Context: an optimization exercise on an open-source flow, tuned for small area, a short achievable clock period and few clock cycles. The choices shown serve that exercise and are no tape-out recipe.
Only simulation tests tie the RTL to the original design; equivalence was not proved.
Power and IR drop assume default switching activity.

==> build 45: inputs <==
Design esp32_frame_link, start of the top module:
module esp32_frame_link (
    input  wire        clk,
    input  wire        rst,
    input  wire        rx_valid,
    input  wire [7:0]  rx_data,
    output wire        rx_ready,
    output wire        msg_valid,
    input  wire        msg_ready,
    output wire [7:0]  msg_data,
    output wire        msg_first,
    output wire        msg_last,
    output wire        rx_idle,
    output wire [31:0] cnt_msg,
    output wire [31:0] cnt_cobs_err,
    output wire [31:0] cnt_short,
    output wire [31:0] cnt_crc_err,
    output wire [31:0] cnt_acc_ovf,
    input  wire        tx_valid,
    input  wire [7:0]  tx_data,
    input  wire        tx_last,
    output wire        tx_ready,
    output wire        wire_valid,
    input  wire        wire_ready,
    output wire [7:0]  wire_data
);
Settings: LEC_CHECK=0, CAP_MARGIN=20, CORE_MARGIN=2, CORE_UTILIZATION=40, SETUP_SLACK_MARGIN=5, SLEW_MARGIN=20; clock period 10.0 ns.
run.sh (not shown) runs the stock make flow with config.mk's settings and CLKGATE_MAP_FILE= SYNTH_SCRIPT=/design/flow/synth_recipe.tcl, a recipe that flattens the netlist after the stock synthesis.
==> inputs of trial 80, as changes to build 45 <==
--- a/flow/design.v
+++ b/flow/design.v
@@ -70,33 +70,34 @@
     wire e_short  = judge & !cobs_bad & short_f;
     wire e_crc    = judge & !cobs_bad & !short_f & crc_bad;
     wire commit   = judge & !cobs_bad & !short_f & !crc_bad;
     wire drop     = ovf | (judge & !commit);
     wire [6:0] wpm1 = wp - 7'd1;
     reg  [5:0] q [0:QD-1];
     reg  [2:0] qn;
     reg        ov, of, ol, nf;
+    reg        idle;
     reg  [7:0] od;
     wire       can   = (qn != 3'd0);
     wire       ld    = can & (!ov | msg_ready);
     wire [5:0] rpn   = rp[5:0] + 6'd1;
     wire       lastb = (rpn == q[0]);
     wire       pop   = ld & lastb;
     wire [2:0] qidx  = qn - {2'b00, pop};
     wire [6:0] occ = wp - rp;
     wire       qfull = (qn == QD);
     wire       room  = ({1'b0, occ} + {7'd0, prod} + {7'd0, xfer}) <= 8'd63;
     wire       qroom = !(xfer & (rx_data == 8'h00) & (({1'b0, qn} + {3'd0, commit}) >= QD));
     assign rx_ready  = rdy;
     assign msg_valid = ov;
     assign msg_data  = od;
     assign msg_first = of;
     assign msg_last  = ol;
-    assign rx_idle   = !s_v & !can & !ov;
+    assign rx_idle   = idle;
     integer i;
     always @(posedge clk) begin
         if (!hold) begin
             s_b <= rx_data;
             s_z <= (rx_data == 8'h00);
         end
         if (prod)
             mem[wp[5:0]] <= x;
@@ -120,16 +121,17 @@
             dsat <= 2'd0;
             crc  <= CRC_INIT;
             wp   <= 7'd0;
             fs   <= 7'd0;
             rp   <= 7'd0;
             qn   <= 3'd0;
             ov   <= 1'b0;
             nf   <= 1'b1;
+            idle <= 1'b1;
             cnt_msg      <= 32'd0;
             cnt_cobs_err <= 32'd0;
             cnt_short    <= 32'd0;
             cnt_crc_err  <= 32'd0;
             cnt_acc_ovf  <= 32'd0;
         end else begin
             rdy <= room & qroom & !hold;
             if (!hold)
@@ -157,17 +159,22 @@
             if (commit) begin
                 wp <= wpm1;
                 fs <= wpm1;
             end else if (drop) begin
                 wp <= fs;
             end else if (prod) begin
                 wp <= wp + 7'd1;
             end
-            qn <= qn + {2'b00, commit} - {2'b00, pop};
+            if (commit & !pop)
+                qn <= qn + 3'd1;
+            else if (!commit & pop)
+                qn <= qn - 3'd1;
+            idle <= !(hold ? s_v : xfer) & (qn + {2'b00, commit} == {2'b00, pop}) &
+                    !(ld | (ov & !msg_ready));
             if (ld) begin
                 ov <= 1'b1;
                 nf <= lastb;
                 rp <= rp + 7'd1;
             end else if (msg_ready) begin
                 ov <= 1'b0;
             end
             if (commit)  cnt_msg      <= cnt_msg + 32'd1;
@@ -188,156 +195,156 @@
     input  wire       tx_valid,
     input  wire [7:0] tx_data,
     input  wire       tx_last,
     output wire       tx_ready,
     output wire       wire_valid,
     input  wire       wire_ready,
     output wire [7:0] wire_data
 );
-    localparam [2:0] R_START = 3'd0, R_DATA = 3'd1, R_CODE = 3'd2,
-                     R_T1 = 3'd3, R_T2 = 3'd4, R_DELIM = 3'd5;
+    localparam [2:0] R_CODE = 3'd0, R_DATA = 3'd1, R_T1 = 3'd2, R_T2 = 3'd3, R_DELIM = 3'd4;
     localparam CW = (CD > 2) ? 2 : 1;   
     reg       rdy;
     reg       s_v, s_l, s_z;
     reg [7:0] s_d;
     wire      xfer = tx_valid & rdy;
-    reg          fr;      
     reg  [6:0]   L;       
     reg  [5:0]   sl;      
     reg  [7:0]   crc;
     reg  [7:0]   mem [0:63];
     reg  [6:0]   wp;      
     reg  [6:0]   rp;      
     reg  [CW-1:0] wi;     
     wire [7:0] ck;        
     crc8_step #(.POLY(CRC_POLY)) u_crc (.crc_in(crc), .data(s_d), .crc_out(ck));
-    wire       ckz  = (ck == 8'h00);
+    wire       ckz  = (crc == s_d);
     wire [1:0] nin  = s_z ? 2'd0 : (ckz ? 2'd1 : 2'd2);
     wire [7:0] t1   = !s_z ? s_d : (ckz ? 8'h01 : 8'h02);
     wire [7:0] t2   = ckz ? 8'h01 : ck;
-    wire       mid  = s_v & !s_l;                  
     wire       cls  = s_v & (s_l | s_z);           
     wire [7:0] code = s_l ? {1'b1, L + 7'd1 + {5'd0, nin}} : {1'b0, L + 7'd1};
-    reg  [7:0] qc [0:CD-1];    
     reg  [7:0] q1 [0:CD-1];    
     reg  [7:0] q2 [0:CD-1];
     reg  [1:0] qn [0:CD-1];    
     reg  [CW:0] alloc;         
     reg  [CW:0] mc;            
     reg  [CW-1:0] ri;          
     reg  [2:0] st;
-    reg  [6:0] left;
+    reg        first;     
+    reg  [6:0] left;      
+    reg  [1:0] nel;       
     reg        lr;
     reg        wv;
     reg  [7:0] wd;
     wire       adv  = !wv | wire_ready;
     wire [7:0] mr   = mem[rp[5:0]];
-    wire [7:0] cb   = (st == R_START) ? qc[ri] : mr;
-    wire [6:0] cl   = cb[6:0] - 7'd1 - (cb[7] ? {5'd0, qn[ri]} : 7'd0);
-    wire       have = (st != R_START) | (mc != 0);
+    wire [1:0] ne   = mr[7] ? qn[ri] : 2'd0;      
+    wire [1:0] qn1  = qn[ri] + 2'd1;
+    wire       nod  = (mr[6:2] == 5'd0) & (mr[1:0] == (mr[7] ? qn1 : 2'd1));
+    wire       have = !(st == R_CODE && first) | (mc != 0);
     wire       go   = adv & have;
     wire       done = go & (st == R_DELIM);
     wire [6:0] occ  = wp - rp;
-    wire       room = ({1'b0, occ} + {7'd0, mid} + {7'd0, xfer}) <= 8'd63;
+    wire       room = ({1'b0, occ} + {7'd0, s_v} + {7'd0, xfer}) <= 8'd63;
     reg        nb;        
     wire       nb_n = xfer ? tx_last : nb;
     wire       aroom = !nb_n || (alloc + {{CW{1'b0}}, xfer & nb}) < CD;
     assign tx_ready   = rdy;
     assign wire_valid = wv;
     assign wire_data  = wd;
     always @(posedge clk) begin
         s_d <= tx_data;
         s_l <= tx_last;
         s_z <= (tx_data == 8'h00);
-        if (mid & !s_z)
+        if (s_v & !s_l & !s_z)
             mem[wp[5:0]] <= s_d;
-        else if (cls & !fr)
+        else if (cls)
             mem[sl] <= code;
-        if (cls & fr)
-            qc[wi] <= code;
         if (s_v & s_l) begin
             q1[wi] <= t1;
             q2[wi] <= t2;
             qn[wi] <= nin;
         end
-        if (mid & s_z)
+        if (cls)
             sl <= wp[5:0];
         if (rst) begin
             rdy   <= 1'b1;
             s_v   <= 1'b0;
             nb    <= 1'b1;
-            fr    <= 1'b1;
             L     <= 7'd0;
             crc   <= CRC_INIT;
-            wp    <= 7'd0;
+            sl    <= 6'd0;
+            wp    <= 7'd1;        
             rp    <= 7'd0;
             wi    <= {CW{1'b0}};
             ri    <= {CW{1'b0}};
             alloc <= {(CW+1){1'b0}};
             mc    <= {(CW+1){1'b0}};
-            st    <= R_START;
+            st    <= R_CODE;
+            first <= 1'b1;
             wv    <= 1'b0;
         end else begin
             rdy <= room & aroom;
             s_v <= xfer;
             nb  <= nb_n;
             if (s_v) begin
+                wp <= wp + 7'd1;
                 if (s_l) begin
                     crc <= CRC_INIT;
-                    fr  <= 1'b1;
                     L   <= 7'd0;
                     wi  <= (wi == CD - 1) ? {CW{1'b0}} : wi + 1'b1;
                 end else begin
                     crc <= ck;
-                    wp  <= wp + 7'd1;
-                    if (s_z) begin
-                        fr <= 1'b0;
-                        L  <= 7'd0;
-                    end else begin
-                        L <= L + 7'd1;
-                    end
+                    L   <= s_z ? 7'd0 : L + 7'd1;
                 end
             end
-            alloc <= alloc + {{CW{1'b0}}, xfer & nb} - {{CW{1'b0}}, done};
-            mc    <= mc + {{CW{1'b0}}, s_v & s_l} - {{CW{1'b0}}, go & (st == R_START)};
+            if ((xfer & nb) & !done)
+                alloc <= alloc + 1'b1;
+            else if (!(xfer & nb) & done)
+                alloc <= alloc - 1'b1;
+            if ((s_v & s_l) & !(go & (st == R_CODE) & first))
+                mc <= mc + 1'b1;
+            else if (!(s_v & s_l) & (go & (st == R_CODE) & first))
+                mc <= mc - 1'b1;
             if (adv)
                 wv <= have;
             if (go) begin
                 case (st)
-                    R_START, R_CODE: begin
-                        wd   <= {1'b0, cb[6:0]};
-                        left <= cl;
-                        lr   <= cb[7];
-                        if (st == R_CODE)
-                            rp <= rp + 7'd1;
-                        if (cl == 7'd0)
-                            st <= cb[7] ? R_T1 : R_CODE;
+                    R_CODE: begin
+                        wd    <= {1'b0, mr[6:0]};
+                        left  <= mr[6:0];
+                        nel   <= ne;
+                        lr    <= mr[7];
+                        first <= 1'b0;
+                        rp    <= rp + 7'd1;
+                        if (nod)
+                            st <= mr[7] ? R_T1 : R_CODE;
                         else
                             st <= R_DATA;
                     end
                     R_DATA: begin
                         wd   <= mr;
                         rp   <= rp + 7'd1;
                         left <= left - 7'd1;
-                        if (left == 7'd1)
+                        if (left == {5'd0, nel} + 7'd2)
                             st <= lr ? R_T1 : R_CODE;
                     end
                     R_T1: begin
                         wd <= q1[ri];
                         st <= R_T2;
                     end
                     R_T2: begin
                         wd <= q2[ri];
                         st <= R_DELIM;
                     end
                     default: begin
-                        wd <= 8'h00;
-                        st <= R_START;
-                        ri <= (ri == CD - 1) ? {CW{1'b0}} : ri + 1'b1;
+                        wd    <= 8'h00;
+                        st    <= R_CODE;
+                        first <= 1'b1;
+                        ri    <= (ri == CD - 1) ? {CW{1'b0}} : ri + 1'b1;
                     end
                 endcase
             end
         end
     end
 endmodule
 module esp32_frame_link (
     input  wire        clk,
==> flow/flow/run.sh (new file) <==
#!/bin/bash
set -o pipefail
export SETUP_SLACK_MARGIN=6.7
bash standard.sh > flow_standard.log 2>&1
==> flow/standard.sh (new file) <==
#!/bin/bash
# synth_recipe.tcl (not shown) runs the flow's synth.tcl, then flattens the netlist and writes it again
# the make line also repeats each setting of config.mk as NAME=value (left out here)
make -C /OpenROAD-flow-scripts/flow DESIGN_CONFIG=/design/flow/config.mk WORK_HOME=/design/flow/orfs CLKGATE_MAP_FILE= SYNTH_SCRIPT=/design/flow/synth_recipe.tcl "${@:-finish}"
CORE_UTILIZATION = 65   (was 40)
CTS_BUF_LIST = sky130_fd_sc_hd__clkbuf_8   (was not set)
CTS_CLUSTER_SIZE = 16   (was not set)
SETUP_SLACK_MARGIN = not set   (was 5)
removed: flow/run.sh
==> inputs of trial 47, as changes to build 45 <==
--- a/flow/design.v
+++ b/flow/design.v
@@ -70,33 +70,34 @@
     wire e_short  = judge & !cobs_bad & short_f;
     wire e_crc    = judge & !cobs_bad & !short_f & crc_bad;
     wire commit   = judge & !cobs_bad & !short_f & !crc_bad;
     wire drop     = ovf | (judge & !commit);
     wire [6:0] wpm1 = wp - 7'd1;
     reg  [5:0] q [0:QD-1];
     reg  [2:0] qn;
     reg        ov, of, ol, nf;
+    reg        idle;
     reg  [7:0] od;
     wire       can   = (qn != 3'd0);
     wire       ld    = can & (!ov | msg_ready);
     wire [5:0] rpn   = rp[5:0] + 6'd1;
     wire       lastb = (rpn == q[0]);
     wire       pop   = ld & lastb;
     wire [2:0] qidx  = qn - {2'b00, pop};
     wire [6:0] occ = wp - rp;
     wire       qfull = (qn == QD);
     wire       room  = ({1'b0, occ} + {7'd0, prod} + {7'd0, xfer}) <= 8'd63;
     wire       qroom = !(xfer & (rx_data == 8'h00) & (({1'b0, qn} + {3'd0, commit}) >= QD));
     assign rx_ready  = rdy;
     assign msg_valid = ov;
     assign msg_data  = od;
     assign msg_first = of;
     assign msg_last  = ol;
-    assign rx_idle   = !s_v & !can & !ov;
+    assign rx_idle   = idle;
     integer i;
     always @(posedge clk) begin
         if (!hold) begin
             s_b <= rx_data;
             s_z <= (rx_data == 8'h00);
         end
         if (prod)
             mem[wp[5:0]] <= x;
@@ -120,16 +121,17 @@
             dsat <= 2'd0;
             crc  <= CRC_INIT;
             wp   <= 7'd0;
             fs   <= 7'd0;
             rp   <= 7'd0;
             qn   <= 3'd0;
             ov   <= 1'b0;
             nf   <= 1'b1;
+            idle <= 1'b1;
             cnt_msg      <= 32'd0;
             cnt_cobs_err <= 32'd0;
             cnt_short    <= 32'd0;
             cnt_crc_err  <= 32'd0;
             cnt_acc_ovf  <= 32'd0;
         end else begin
             rdy <= room & qroom & !hold;
             if (!hold)
@@ -157,17 +159,22 @@
             if (commit) begin
                 wp <= wpm1;
                 fs <= wpm1;
             end else if (drop) begin
                 wp <= fs;
             end else if (prod) begin
                 wp <= wp + 7'd1;
             end
-            qn <= qn + {2'b00, commit} - {2'b00, pop};
+            if (commit & !pop)
+                qn <= qn + 3'd1;
+            else if (!commit & pop)
+                qn <= qn - 3'd1;
+            idle <= !(hold ? s_v : xfer) & (qn + {2'b00, commit} == {2'b00, pop}) &
+                    !(ld | (ov & !msg_ready));
             if (ld) begin
                 ov <= 1'b1;
                 nf <= lastb;
                 rp <= rp + 7'd1;
             end else if (msg_ready) begin
                 ov <= 1'b0;
             end
             if (commit)  cnt_msg      <= cnt_msg + 32'd1;
@@ -188,156 +195,156 @@
     input  wire       tx_valid,
     input  wire [7:0] tx_data,
     input  wire       tx_last,
     output wire       tx_ready,
     output wire       wire_valid,
     input  wire       wire_ready,
     output wire [7:0] wire_data
 );
-    localparam [2:0] R_START = 3'd0, R_DATA = 3'd1, R_CODE = 3'd2,
-                     R_T1 = 3'd3, R_T2 = 3'd4, R_DELIM = 3'd5;
+    localparam [2:0] R_CODE = 3'd0, R_DATA = 3'd1, R_T1 = 3'd2, R_T2 = 3'd3, R_DELIM = 3'd4;
     localparam CW = (CD > 2) ? 2 : 1;   
     reg       rdy;
     reg       s_v, s_l, s_z;
     reg [7:0] s_d;
     wire      xfer = tx_valid & rdy;
-    reg          fr;      
     reg  [6:0]   L;       
     reg  [5:0]   sl;      
     reg  [7:0]   crc;
     reg  [7:0]   mem [0:63];
     reg  [6:0]   wp;      
     reg  [6:0]   rp;      
     reg  [CW-1:0] wi;     
     wire [7:0] ck;        
     crc8_step #(.POLY(CRC_POLY)) u_crc (.crc_in(crc), .data(s_d), .crc_out(ck));
-    wire       ckz  = (ck == 8'h00);
+    wire       ckz  = (crc == s_d);
     wire [1:0] nin  = s_z ? 2'd0 : (ckz ? 2'd1 : 2'd2);
     wire [7:0] t1   = !s_z ? s_d : (ckz ? 8'h01 : 8'h02);
     wire [7:0] t2   = ckz ? 8'h01 : ck;
-    wire       mid  = s_v & !s_l;                  
     wire       cls  = s_v & (s_l | s_z);           
     wire [7:0] code = s_l ? {1'b1, L + 7'd1 + {5'd0, nin}} : {1'b0, L + 7'd1};
-    reg  [7:0] qc [0:CD-1];    
     reg  [7:0] q1 [0:CD-1];    
     reg  [7:0] q2 [0:CD-1];
     reg  [1:0] qn [0:CD-1];    
     reg  [CW:0] alloc;         
     reg  [CW:0] mc;            
     reg  [CW-1:0] ri;          
     reg  [2:0] st;
-    reg  [6:0] left;
+    reg        first;     
+    reg  [6:0] left;      
+    reg  [1:0] nel;       
     reg        lr;
     reg        wv;
     reg  [7:0] wd;
     wire       adv  = !wv | wire_ready;
     wire [7:0] mr   = mem[rp[5:0]];
-    wire [7:0] cb   = (st == R_START) ? qc[ri] : mr;
-    wire [6:0] cl   = cb[6:0] - 7'd1 - (cb[7] ? {5'd0, qn[ri]} : 7'd0);
-    wire       have = (st != R_START) | (mc != 0);
+    wire [1:0] ne   = mr[7] ? qn[ri] : 2'd0;      
+    wire [1:0] qn1  = qn[ri] + 2'd1;
+    wire       nod  = (mr[6:2] == 5'd0) & (mr[1:0] == (mr[7] ? qn1 : 2'd1));
+    wire       have = !(st == R_CODE && first) | (mc != 0);
     wire       go   = adv & have;
     wire       done = go & (st == R_DELIM);
     wire [6:0] occ  = wp - rp;
-    wire       room = ({1'b0, occ} + {7'd0, mid} + {7'd0, xfer}) <= 8'd63;
+    wire       room = ({1'b0, occ} + {7'd0, s_v} + {7'd0, xfer}) <= 8'd63;
     reg        nb;        
     wire       nb_n = xfer ? tx_last : nb;
     wire       aroom = !nb_n || (alloc + {{CW{1'b0}}, xfer & nb}) < CD;
     assign tx_ready   = rdy;
     assign wire_valid = wv;
     assign wire_data  = wd;
     always @(posedge clk) begin
         s_d <= tx_data;
         s_l <= tx_last;
         s_z <= (tx_data == 8'h00);
-        if (mid & !s_z)
+        if (s_v & !s_l & !s_z)
             mem[wp[5:0]] <= s_d;
-        else if (cls & !fr)
+        else if (cls)
             mem[sl] <= code;
-        if (cls & fr)
-            qc[wi] <= code;
         if (s_v & s_l) begin
             q1[wi] <= t1;
             q2[wi] <= t2;
             qn[wi] <= nin;
         end
-        if (mid & s_z)
+        if (cls)
             sl <= wp[5:0];
         if (rst) begin
             rdy   <= 1'b1;
             s_v   <= 1'b0;
             nb    <= 1'b1;
-            fr    <= 1'b1;
             L     <= 7'd0;
             crc   <= CRC_INIT;
-            wp    <= 7'd0;
+            sl    <= 6'd0;
+            wp    <= 7'd1;        
             rp    <= 7'd0;
             wi    <= {CW{1'b0}};
             ri    <= {CW{1'b0}};
             alloc <= {(CW+1){1'b0}};
             mc    <= {(CW+1){1'b0}};
-            st    <= R_START;
+            st    <= R_CODE;
+            first <= 1'b1;
             wv    <= 1'b0;
         end else begin
             rdy <= room & aroom;
             s_v <= xfer;
             nb  <= nb_n;
             if (s_v) begin
+                wp <= wp + 7'd1;
                 if (s_l) begin
                     crc <= CRC_INIT;
-                    fr  <= 1'b1;
                     L   <= 7'd0;
                     wi  <= (wi == CD - 1) ? {CW{1'b0}} : wi + 1'b1;
                 end else begin
                     crc <= ck;
-                    wp  <= wp + 7'd1;
-                    if (s_z) begin
-                        fr <= 1'b0;
-                        L  <= 7'd0;
-                    end else begin
-                        L <= L + 7'd1;
-                    end
+                    L   <= s_z ? 7'd0 : L + 7'd1;
                 end
             end
-            alloc <= alloc + {{CW{1'b0}}, xfer & nb} - {{CW{1'b0}}, done};
-            mc    <= mc + {{CW{1'b0}}, s_v & s_l} - {{CW{1'b0}}, go & (st == R_START)};
+            if ((xfer & nb) & !done)
+                alloc <= alloc + 1'b1;
+            else if (!(xfer & nb) & done)
+                alloc <= alloc - 1'b1;
+            if ((s_v & s_l) & !(go & (st == R_CODE) & first))
+                mc <= mc + 1'b1;
+            else if (!(s_v & s_l) & (go & (st == R_CODE) & first))
+                mc <= mc - 1'b1;
             if (adv)
                 wv <= have;
             if (go) begin
                 case (st)
-                    R_START, R_CODE: begin
-                        wd   <= {1'b0, cb[6:0]};
-                        left <= cl;
-                        lr   <= cb[7];
-                        if (st == R_CODE)
-                            rp <= rp + 7'd1;
-                        if (cl == 7'd0)
-                            st <= cb[7] ? R_T1 : R_CODE;
+                    R_CODE: begin
+                        wd    <= {1'b0, mr[6:0]};
+                        left  <= mr[6:0];
+                        nel   <= ne;
+                        lr    <= mr[7];
+                        first <= 1'b0;
+                        rp    <= rp + 7'd1;
+                        if (nod)
+                            st <= mr[7] ? R_T1 : R_CODE;
                         else
                             st <= R_DATA;
                     end
                     R_DATA: begin
                         wd   <= mr;
                         rp   <= rp + 7'd1;
                         left <= left - 7'd1;
-                        if (left == 7'd1)
+                        if (left == {5'd0, nel} + 7'd2)
                             st <= lr ? R_T1 : R_CODE;
                     end
                     R_T1: begin
                         wd <= q1[ri];
                         st <= R_T2;
                     end
                     R_T2: begin
                         wd <= q2[ri];
                         st <= R_DELIM;
                     end
                     default: begin
-                        wd <= 8'h00;
-                        st <= R_START;
-                        ri <= (ri == CD - 1) ? {CW{1'b0}} : ri + 1'b1;
+                        wd    <= 8'h00;
+                        st    <= R_CODE;
+                        first <= 1'b1;
+                        ri    <= (ri == CD - 1) ? {CW{1'b0}} : ri + 1'b1;
                     end
                 endcase
             end
         end
     end
 endmodule
 module esp32_frame_link (
     input  wire        clk,
==> flow/flow/run.sh (new file) <==
#!/bin/bash
set -o pipefail
export SETUP_SLACK_MARGIN=7.0
bash standard.sh > flow_standard.log 2>&1
==> flow/standard.sh (new file) <==
#!/bin/bash
# synth_recipe.tcl (not shown) runs the flow's synth.tcl, then flattens the netlist and writes it again
# the make line also repeats each setting of config.mk as NAME=value (left out here)
make -C /OpenROAD-flow-scripts/flow DESIGN_CONFIG=/design/flow/config.mk WORK_HOME=/design/flow/orfs CLKGATE_MAP_FILE= SYNTH_SCRIPT=/design/flow/synth_recipe.tcl "${@:-finish}"
SETUP_SLACK_MARGIN = not set   (was 5)
removed: flow/run.sh
==> results.txt <==
| metric | trial 80 | build 45 | trial 47 |
|---|---|---|---|
| Simple logic cell fraction of the synthesized area | 8.31% | 8.01% | 8.31% |
| Clock Latency Late Sink | 0.90 ns | 0.77 ns | 0.77 ns |
| Setup clock skew after layout | 0.0447 ns | 0.0325 ns | 0.0236 ns |
| N_taps | 1165 | 1930 | 1917 |
| Synthesized instance count | 3656 | 3722 | 3656 |
| Worst setup slack after layout | 6.38 ns | 5.15 ns | 6.46 ns |
| Gr usage total | 31.5% | 18.4% | 19.7% |
| Clock network fraction of total power | 32.0% | 38.8% | 36.1% |
| Total power draw | 14.0 mW | 14.5 mW | 15.1 mW |
| Core Area | 88600 sq um | 148000 sq um | 145000 sq um |
| Placed instance count | 4887 | 5729 | 5648 |
| Internal Power | 10.1 mW | 10.8 mW | 11.2 mW |
| Fraction of synthesized cell area taken by the top area cell type | 59.2% | 59.7% | 59.2% |
| Vert. Die Dim | 304 um | 390 um | 386 um |
| Relative slew slack | 28.0% | 20.6% | 20.0% |
| Post-synthesis net count | 3731 | 3804 | 3731 |
| Met2 usage in global routing | 49.6% | 30.1% | 31.2% |
| Count of clock-net buffers in the final layout | 239 | 199 | 193 |
| Clock-pin transition on the worst setup and hold timing paths | 0.06 ns | 0.06 ns | 0.07 ns |
| Run status | timing/DRC/antenna clean | timing/DRC/antenna clean | timing/DRC/antenna clean |
| Number of CTS-inserted buffers | 217 | 154 | 146 |
| Multi-input gate share of the layout cell area | 26.4% | 25.5% | 26.1% |
| Register area | 40600 sq um | 41200 sq um | 40700 sq um |
| Critical path depth | 1 | 16 | 1 |
| Worst Hold Margin | 0.444 ns | 0.432 ns | 0.436 ns |
Testbench counts of build 45, summed over its fixed seeds: cycles 32,866.
Testbench counts of trial 80, summed over its fixed seeds: cycles 32,866.
Testbench counts of trial 47, summed over its fixed seeds: cycles 32,866.

[what the ideal ports hide]
In the flow no input, the clock included, has a driving cell. The finished layouts below were timed again as built, in two steps.
Step 1: set_driving_cell puts a clkbuf_16 on clk and a buf_2 on each other input, an assumption about the parent block.
Step 2 adds t to the input delays and takes it off the output delays; t is the mean of the earliest and latest rising clock arrival at the registers after step 1. Input paths then give back, and output paths get back, about the clock's delay inside the block.
Slacks: ideal / step 1 / step 2; pairs: ideal / step 1.
run | shift t [ns] | setup slack, ns | worst setup path at the end | clock arrival spread, ns | cell pins on the clock port's net
build 45 | 0.834 | 5.146 / 5.146 / 4.447 | input to register | 0.046 / 0.046 | 1
trial 80 | 0.940 | 6.385 / 6.321 / 5.823 | input to register | 0.050 / 0.049 | 1
trial 47 | 0.835 | 6.458 / 6.377 / 6.049 | input to register | 0.027 / 0.028 | 1
After both steps setup and hold are still met in every run listed. For build 45, which loses most, drivers alone change the setup slack by 0.000 ns; drivers and shift together by -0.699 ns.
